From an optimization exercise on the open Yosys and OpenROAD flow, aimed at small area, a short achievable clock period and few clock cycles; shortcuts taken in it are not production practice.
At most, simulation tests tie the RTL to the original design; equivalence was not proved.
No activity file was given, so power comes from the tool's default toggle rates.

the baseline:
==> flow/design.v <==
module fgc_segmenter (
    input  wire        clk,
    input  wire        rst,           
    input  wire        start,
    input  wire [31:0] fw_len,
    input  wire [31:0] cursor_in,
    input  wire [31:0] req_in,
    input  wire [31:0] rewind_in,
    input  wire [31:0] maxpkt,
    input  wire [7:0]  version,
    input  wire        use_chk,
    output wire        busy,
    output wire        fw_rd,
    output wire [23:0] fw_addr,
    input  wire [7:0]  fw_rdata,
    output wire        out_valid,
    output wire [7:0]  out_data,
    input  wire        out_ready,
    output reg         done,
    output wire [1:0]  result,
    output wire [3:0]  errcode,
    output wire [31:0] res_cursor,
    output wire [31:0] res_frames,
    output wire [31:0] out_len
);
    localparam [3:0] P_IDLE = 4'd0,
                     P_S1   = 4'd1,    
                     P_S1B  = 4'd2,    
                     P_S2   = 4'd3,    
                     P_S3   = 4'd4,    
                     P_S3B  = 4'd5,    
                     P_S4   = 4'd6,    
                     P_S5   = 4'd7,    
                     P_S5B  = 4'd13,   
                     P_F    = 4'd8,    
                     P_H    = 4'd9,    
                     P_D    = 4'd10,   
                     P_C    = 4'd11,   
                     P_E    = 4'd12;   
    reg [3:0]  pst;
    reg        busy_r;
    reg [7:0]  ver;
    reg        chk;
    reg [23:0] cur;           
    reg        cneg, cbig;
    reg [23:0] left;          
    reg        qneg, qbig;
    reg [15:0] eff;           
    reg        mbig;
    reg [23:0] frames;        
    reg        rwok;
    reg [27:0] olen;          
    reg        lbig;
    reg [15:0] kc;            
    reg        kz;            
    reg [3:0]  hidx;
    reg        ext, last, ends;
    reg [7:0]  csum;
    reg        p2v;           
    reg [7:0]  o_d, s_d;
    reg        o_v, s_v;
    reg        rd_r;
    reg        ocy;           
    reg        r_err;
    reg [2:0]  r_code;
    assign busy       = busy_r;
    assign out_valid  = o_v;
    assign out_data   = o_d;
    assign fw_rd      = rd_r;
    assign fw_addr    = cur;
    assign result     = {r_err, 1'b0};
    assign errcode    = {1'b0, r_code};
    assign res_cursor = {8'd0, cur};
    assign res_frames = {8'd0, frames};
    assign out_len    = {4'd0, olen};
    wire [23:0] L      = olen[23:0];
    wire        v_lt4  = (ver < 8'd4);
    wire [15:0] eff1   = v_lt4 ? ((mbig || eff > 16'd250) ? 16'd250 : eff)
                               : (mbig ? 16'hFFFF : eff);
    wire        e_len  = lbig;
    wire        e_ver  = (ver < 8'd3);
    wire        e_max  = !mbig && (eff == 16'd0);
    reg         a_olen, a_fr, b_left, inv, cin, yflag;
    wire [23:0] a_w    = a_olen ? olen[23:0] : (a_fr ? frames : 24'd0);
    wire [23:0] b_w    = b_left ? (qneg ? 24'd0 : left) : cur;
    wire [24:0] y      = {1'b0, a_w} + ({1'b0, b_w} ^ {25{inv}}) + {24'd0, cin};
    wire        e_long = !v_lt4 && (eff > 16'd65531) &&
                         ((left[23:16] != 8'd0) || (left[15:0] > 16'd65531));
    wire        consume = p2v && !s_v;
    reg [7:0] hb;
    always @(*) begin
        case (hidx)
            4'd0:    hb = 8'hFF;
            4'd1:    hb = ver;
            4'd2:    hb = {6'd0, ext, chk};
            4'd3:    hb = kc[15:8];
            4'd4:    hb = kc[7:0];
            4'd5:    hb = 8'h00;
            4'd6:    hb = 8'h1D;
            4'd7:    hb = 8'h0C;
            4'd8:    hb = 8'h02;
            4'd9:    hb = 8'h04;
            4'd10:   hb = kc[15:8];
            4'd11:   hb = kc[7:0];
            default: hb = {7'd0, ends && last};
        endcase
    end
    wire [7:0] pb = (pst == P_H) ? hb : (pst == P_D) ? fw_rdata : csum;
    wire rd_phase = ((pst == P_H) && (hidx == 4'd12)) || (pst == P_D);
    wire rd       = consume && rd_phase && !kz;
    wire fend     = consume && ((rd_phase && kz && !chk) || (pst == P_C));
    wire to_c     = consume && rd_phase && kz && chk;
    reg         le;       
    wire [23:0] left_dec = left - 24'd1;
    wire [15:0] k      = le ? left[15:0] : eff;
    wire [15:0] k4     = {k[15:2] + 14'd1, k[1:0]};
    wire        ext_w  = !v_lt4 && (le ? (left[15:0] >= 16'd252) : (eff >= 16'd252));
    wire        fstart = (pst == P_F && !e_long) || (fend && !last);
    wire kdec  = rd || (consume && (pst == P_H) &&
                        (hidx == 4'd4 || hidx == 4'd5 || hidx == 4'd6 || hidx == 4'd11));
    wire ofree = !o_v || out_ready;
    wire accept = start && !busy_r;
    reg [3:0]  pst_n;
    reg        busy_n, done_n, p2v_n, kz_n, s_v_n, o_v_n;
    reg [15:0] kc_n;
    reg [3:0]  hidx_n;
    reg [23:0] cur_n, left_n, frames_n;
    reg [27:0] olen_n;
    reg [15:0] eff_n;
    reg [7:0]  csum_n, o_d_n, s_d_n;
    reg        ext_n, last_n, ends_n, rwok_n, r_err_n;
    reg [2:0]  r_code_n;
    always @(*) begin
        pst_n    = pst;
        busy_n   = busy_r;
        done_n   = 1'b0;
        p2v_n    = p2v;
        kc_n     = kc - {15'd0, kdec};
        kz_n     = kz;
        hidx_n   = hidx;
        cur_n    = cur;
        left_n   = left;
        frames_n = frames + {23'd0, fstart};
        olen_n   = {olen[27:8] + {19'd0, ocy}, olen[7:0]};
        eff_n    = eff;
        csum_n   = csum;
        ext_n    = ext;
        last_n   = last;
        ends_n   = ends;
        rwok_n   = rwok;
        r_err_n  = r_err;
        r_code_n = r_code;
        o_d_n    = o_d;
        s_d_n    = s_d;
        o_v_n    = o_v;
        s_v_n    = s_v;
        if (s_v) begin
            if (ofree) begin o_d_n = s_d; o_v_n = 1'b1; s_v_n = 1'b0; end
        end else if (consume) begin
            if (ofree) begin o_d_n = pb; o_v_n = 1'b1; end
            else       begin s_d_n = pb; s_v_n = 1'b1; end
        end else if (ofree) begin
            o_v_n = 1'b0;
        end
        if (consume) begin
            olen_n[7:0] = olen[7:0] + 8'd1;
            csum_n = csum ^ pb;
            if (pst == P_H) begin
                if (hidx == 4'd2 && !ext) hidx_n = 4'd4;
                else if (hidx != 4'd12)   hidx_n = hidx + 4'd1;
                if (hidx == 4'd4 || hidx == 4'd5 || hidx == 4'd6 || hidx == 4'd11)
                    kz_n = (kc == 16'd1);
            end
        end
        if (rd) begin
            cur_n  = y[23:0];
            left_n = left_dec;
            kz_n   = (kc == 16'd1);
            pst_n  = P_D;
        end
        if (to_c) pst_n = P_C;
        if (fend && last) begin
            pst_n = P_E;
            p2v_n = 1'b0;
        end
        if (fstart) begin
            kc_n     = k4;
            kz_n     = 1'b0;
            ext_n    = ext_w;
            last_n   = le;
            csum_n   = 8'd0;
            hidx_n   = 4'd0;
            p2v_n    = 1'b1;
            pst_n    = P_H;
        end
        if (pst == P_E && !s_v && ofree) begin
            done_n   = 1'b1;
            r_err_n  = 1'b0;
            r_code_n = 3'd0;
            busy_n   = 1'b0;
            pst_n    = P_IDLE;
        end
        case (pst)
            P_S1: begin                       
                eff_n = eff1;
                if (e_len || e_ver || e_max) begin
                    done_n   = 1'b1;
                    r_err_n  = 1'b1;
                    r_code_n = e_len ? 3'd3 : e_ver ? 3'd4 : 3'd7;
                    olen_n   = 28'd0;
                    busy_n   = 1'b0;
                    pst_n    = P_IDLE;
                end else begin
                    pst_n = P_S1B;
                end
            end
            P_S1B: begin                      
                if (cneg)                cur_n = 24'd0;
                else if (cbig || yflag)  cur_n = L;
                pst_n = P_S2;
            end
            P_S2: begin                       
                cur_n    = y[23:0];
                frames_n = cur;               
                rwok_n   = rwok && !y[24];
                pst_n    = P_S3;
            end
            P_S3: pst_n = P_S3B;              
            P_S3B: begin                      
                if (!rwok || yflag) cur_n = frames;
                pst_n = P_S4;
            end
            P_S4: begin                       
                olen_n = {4'd0, y[23:0]};     
                pst_n  = P_S5;
            end
            P_S5: pst_n = P_S5B;              
            P_S5B: begin                      
                ends_n   = (qbig && !qneg) || yflag;
                left_n   = ((qbig && !qneg) || yflag) ? L : (qneg ? 24'd0 : left);
                olen_n   = 28'd0;
                frames_n = 24'd0;
                pst_n    = P_F;
            end
            P_F: if (e_long) begin
                done_n   = 1'b1;
                r_err_n  = 1'b1;
                r_code_n = 3'd5;
                busy_n   = 1'b0;
                pst_n    = P_IDLE;
            end
            default: ;
        endcase
        if (accept) begin
            busy_n = 1'b1;
            pst_n  = P_S1;
        end
        if (rst) begin
            pst_n  = P_IDLE;
            busy_n = 1'b0;
            done_n = 1'b0;
            p2v_n  = 1'b0;
            o_v_n  = 1'b0;
            s_v_n  = 1'b0;
        end
    end
    wire rd_n = p2v_n && !s_v_n && !kz_n &&
                (((pst_n == P_H) && (hidx_n == 4'd12)) || (pst_n == P_D));
    always @(posedge clk) begin
        pst    <= pst_n;
        busy_r <= busy_n;
        done   <= done_n;
        p2v    <= p2v_n;
        kc     <= kc_n;
        kz     <= kz_n;
        hidx   <= hidx_n;
        cur    <= cur_n;
        left   <= left_n;
        frames <= frames_n;
        olen   <= olen_n;
        eff    <= eff_n;
        csum   <= csum_n;
        ext    <= ext_n;
        last   <= last_n;
        ends   <= ends_n;
        rwok   <= rwok_n;
        r_err  <= r_err_n;
        r_code <= r_code_n;
        o_d    <= o_d_n;
        s_d    <= s_d_n;
        o_v    <= o_v_n;
        s_v    <= s_v_n;
        rd_r   <= rd_n && !rst;
        ocy    <= consume && (olen[7:0] == 8'hFF);
        le     <= (left_n[23:16] == 8'd0) && (left_n[15:0] <= eff_n);
        yflag  <= y[24];
        a_olen <= (pst == P_IDLE) || (pst == P_S2) || (pst == P_S3B) || (pst == P_S4);
        inv    <= (pst == P_IDLE) || (pst == P_S2) || (pst == P_S3B) || (pst == P_S4);
        a_fr   <= (pst == P_S1B);
        b_left <= (pst == P_S4);
        cin    <= !((pst == P_S1B) || (pst == P_S2) || (pst == P_S4));
        if (!busy_r) begin
            ver    <= version;
            chk    <= use_chk;
            lbig   <= (fw_len[31:24] != 8'd0);
            cneg   <= cursor_in[31];
            cbig   <= (cursor_in[30:24] != 7'd0);
            rwok   <= !rewind_in[31] && (rewind_in[30:24] == 7'd0);
            left   <= req_in[23:0];
            qneg   <= req_in[31];
            qbig   <= (req_in[30:24] != 7'd0);
            eff    <= maxpkt[15:0];
            mbig   <= (maxpkt[31:16] != 16'd0);
        end
        if (accept) begin
            olen   <= {4'd0, fw_len[23:0]};
            cur    <= cursor_in[23:0];
            frames <= rewind_in[23:0];
        end
    end
endmodule
clock: 12.0 ns
lec_check: 0
cap_margin: 20
core_margin: 2
core_utilization: 40
slew_margin: 20
standard.sh (not shown) runs the stock make flow with config.mk's settings and CLKGATE_MAP_FILE= SYNTH_SCRIPT=/design/flow/synth_recipe.tcl, a recipe that flattens the netlist after the stock synthesis.
==> flow/flow/run.sh <==
#!/bin/bash
# Standard ORFS layout (the standard.sh, standard synthesis unchanged),
# with repair_timing asked for extra setup slack so it optimises the
# achieved period, not just the 12 ns constraint, and ports buffered with
# plain buffers. The SDC is unchanged.
set -euo pipefail
export SETUP_SLACK_MARGIN=8.3
export BUFFER_PORTS_ARGS="-buffer_cell sky130_fd_sc_hd__buf_1"
bash standard.sh synth > synth.log 2>&1
bash standard.sh > layout.log 2>&1
## Diff of input files: the candidate against the baseline
diff --git a/flow/design.v b/flow/design.v
--- a/flow/design.v
+++ b/flow/design.v
@@ -29,12 +29,13 @@
                      P_S2   = 4'd3,    
                      P_S3   = 4'd4,    
                      P_S3B  = 4'd5,    
                      P_S4   = 4'd6,    
                      P_S5   = 4'd7,    
                      P_S5B  = 4'd13,   
+                     P_S6   = 4'd14,   
                      P_F    = 4'd8,    
                      P_H    = 4'd9,    
                      P_D    = 4'd10,   
                      P_C    = 4'd11,   
                      P_E    = 4'd12;   
     reg [3:0]  pst;
@@ -57,13 +58,12 @@
     reg        ext, last, ends;
     reg [7:0]  csum;
     reg        p2v;           
     reg [7:0]  o_d, s_d;
     reg        o_v, s_v;
     reg        rd_r;
-    reg        ocy;           
     reg        r_err;
     reg [2:0]  r_code;
     assign busy       = busy_r;
     assign out_valid  = o_v;
     assign out_data   = o_d;
     assign fw_rd      = rd_r;
@@ -109,18 +109,17 @@
     wire rd_phase = ((pst == P_H) && (hidx == 4'd12)) || (pst == P_D);
     wire rd       = consume && rd_phase && !kz;
     wire fend     = consume && ((rd_phase && kz && !chk) || (pst == P_C));
     wire to_c     = consume && rd_phase && kz && chk;
     reg         le;       
     wire [23:0] left_dec = left - 24'd1;
+    wire [23:0] left_le  = rd ? left_dec : left;    
     wire [15:0] k      = le ? left[15:0] : eff;
     wire [15:0] k4     = {k[15:2] + 14'd1, k[1:0]};
     wire        ext_w  = !v_lt4 && (le ? (left[15:0] >= 16'd252) : (eff >= 16'd252));
     wire        fstart = (pst == P_F && !e_long) || (fend && !last);
-    wire kdec  = rd || (consume && (pst == P_H) &&
-                        (hidx == 4'd4 || hidx == 4'd5 || hidx == 4'd6 || hidx == 4'd11));
     wire ofree = !o_v || out_ready;
     wire accept = start && !busy_r;
     reg [3:0]  pst_n;
     reg        busy_n, done_n, p2v_n, kz_n, s_v_n, o_v_n;
     reg [15:0] kc_n;
     reg [3:0]  hidx_n;
@@ -132,19 +131,19 @@
     reg [2:0]  r_code_n;
     always @(*) begin
         pst_n    = pst;
         busy_n   = busy_r;
         done_n   = 1'b0;
         p2v_n    = p2v;
-        kc_n     = kc - {15'd0, kdec};
+        kc_n     = kc;
         kz_n     = kz;
         hidx_n   = hidx;
         cur_n    = cur;
         left_n   = left;
-        frames_n = frames + {23'd0, fstart};
-        olen_n   = {olen[27:8] + {19'd0, ocy}, olen[7:0]};
+        frames_n = frames;
+        olen_n   = olen;
         eff_n    = eff;
         csum_n   = csum;
         ext_n    = ext;
         last_n   = last;
         ends_n   = ends;
         rwok_n   = rwok;
@@ -160,24 +159,27 @@
             if (ofree) begin o_d_n = pb; o_v_n = 1'b1; end
             else       begin s_d_n = pb; s_v_n = 1'b1; end
         end else if (ofree) begin
             o_v_n = 1'b0;
         end
         if (consume) begin
-            olen_n[7:0] = olen[7:0] + 8'd1;
+            olen_n = olen + 28'd1;
             csum_n = csum ^ pb;
             if (pst == P_H) begin
                 if (hidx == 4'd2 && !ext) hidx_n = 4'd4;
                 else if (hidx != 4'd12)   hidx_n = hidx + 4'd1;
-                if (hidx == 4'd4 || hidx == 4'd5 || hidx == 4'd6 || hidx == 4'd11)
+                if (hidx == 4'd4 || hidx == 4'd5 || hidx == 4'd6 || hidx == 4'd11) begin
+                    kc_n = kc - 16'd1;
                     kz_n = (kc == 16'd1);
+                end
             end
         end
         if (rd) begin
             cur_n  = y[23:0];
             left_n = left_dec;
+            kc_n   = kc - 16'd1;
             kz_n   = (kc == 16'd1);
             pst_n  = P_D;
         end
         if (to_c) pst_n = P_C;
         if (fend && last) begin
             pst_n = P_E;
@@ -185,12 +187,13 @@
         end
         if (fstart) begin
             kc_n     = k4;
             kz_n     = 1'b0;
             ext_n    = ext_w;
             last_n   = le;
+            frames_n = frames + 24'd1;
             csum_n   = 8'd0;
             hidx_n   = 4'd0;
             p2v_n    = 1'b1;
             pst_n    = P_H;
         end
         if (pst == P_E && !s_v && ofree) begin
@@ -237,14 +240,15 @@
             P_S5: pst_n = P_S5B;              
             P_S5B: begin                      
                 ends_n   = (qbig && !qneg) || yflag;
                 left_n   = ((qbig && !qneg) || yflag) ? L : (qneg ? 24'd0 : left);
                 olen_n   = 28'd0;
                 frames_n = 24'd0;
-                pst_n    = P_F;
+                pst_n    = P_S6;
             end
+            P_S6: pst_n = P_F;
             P_F: if (e_long) begin
                 done_n   = 1'b1;
                 r_err_n  = 1'b1;
                 r_code_n = 3'd5;
                 busy_n   = 1'b0;
                 pst_n    = P_IDLE;
@@ -288,20 +292,19 @@
         r_code <= r_code_n;
         o_d    <= o_d_n;
         s_d    <= s_d_n;
         o_v    <= o_v_n;
         s_v    <= s_v_n;
         rd_r   <= rd_n && !rst;
-        ocy    <= consume && (olen[7:0] == 8'hFF);
-        le     <= (left_n[23:16] == 8'd0) && (left_n[15:0] <= eff_n);
+        le     <= (left_le[23:16] == 8'd0) && (left_le[15:0] <= eff);
         yflag  <= y[24];
-        a_olen <= (pst == P_IDLE) || (pst == P_S2) || (pst == P_S3B) || (pst == P_S4);
-        inv    <= (pst == P_IDLE) || (pst == P_S2) || (pst == P_S3B) || (pst == P_S4);
-        a_fr   <= (pst == P_S1B);
-        b_left <= (pst == P_S4);
-        cin    <= !((pst == P_S1B) || (pst == P_S2) || (pst == P_S4));
+        a_olen <= (pst_n == P_S1) || (pst_n == P_S3) || (pst_n == P_S4) || (pst_n == P_S5);
+        inv    <= (pst_n == P_S1) || (pst_n == P_S3) || (pst_n == P_S4) || (pst_n == P_S5);
+        a_fr   <= (pst_n == P_S2);
+        b_left <= (pst_n == P_S5);
+        cin    <= !((pst_n == P_S2) || (pst_n == P_S3) || (pst_n == P_S5));
         if (!busy_r) begin
             ver    <= version;
             chk    <= use_chk;
             lbig   <= (fw_len[31:24] != 8'd0);
             cneg   <= cursor_in[31];
             cbig   <= (cursor_in[30:24] != 7'd0);
Results
Compared the candidate vs the baseline, and post-route core utilization is down in the candidate.
As of the candidate, met3 wirelength from detailed routing had risen by more than 10% compared to the baseline.
Per the comparison of the candidate with the baseline, critical path depth decreased 5, non-clock buffer count in the final layout decreased 3.3%, area added between synthesis and finish decreased 5.3 points, worst setup slack increased 0.034 ns, cell area after placement increased 4.0%.
Power consumption delta (the candidate − the baseline): favourable
Testbench counts of the candidate, summed over its fixed seeds: cycles 221,019.
Only the layout flow was run in the baseline; the RTL was not checked for function there.

-- separate check: timing with driven ports --
The flow's constraints put no driver on any port. The routed layouts listed below were extracted and timed again, unchanged, in two steps.
Step 1 (the two cells are an assumption about what drives the block):
set clk [get_ports {clk}]
set_driving_cell -lib_cell sky130_fd_sc_hd__clkbuf_16 $clk
set_driving_cell -lib_cell sky130_fd_sc_hd__buf_2 [delete_from_list [all_inputs] $clk]
Step 2 times the ports against the registers' clock, not the clock port: input delays grow and output delays shrink by t, the midpoint of the rising clock arrivals with the driver on.
Slacks: ideal / step 1 / step 2; pairs: ideal / step 1.
run	t, ns	setup slack, ns	worst setup path at the end	pins driven straight from the clock port
the baseline	0.596	8.288 / 8.270 / 7.884	input to register	1
the candidate	0.516	8.321 / 8.269 / 7.821	input to register	1
After both steps every run listed still meets setup and hold. The setup slack of the candidate, which loses most, moves by -0.052 ns with the drivers and by -0.500 ns with both steps.
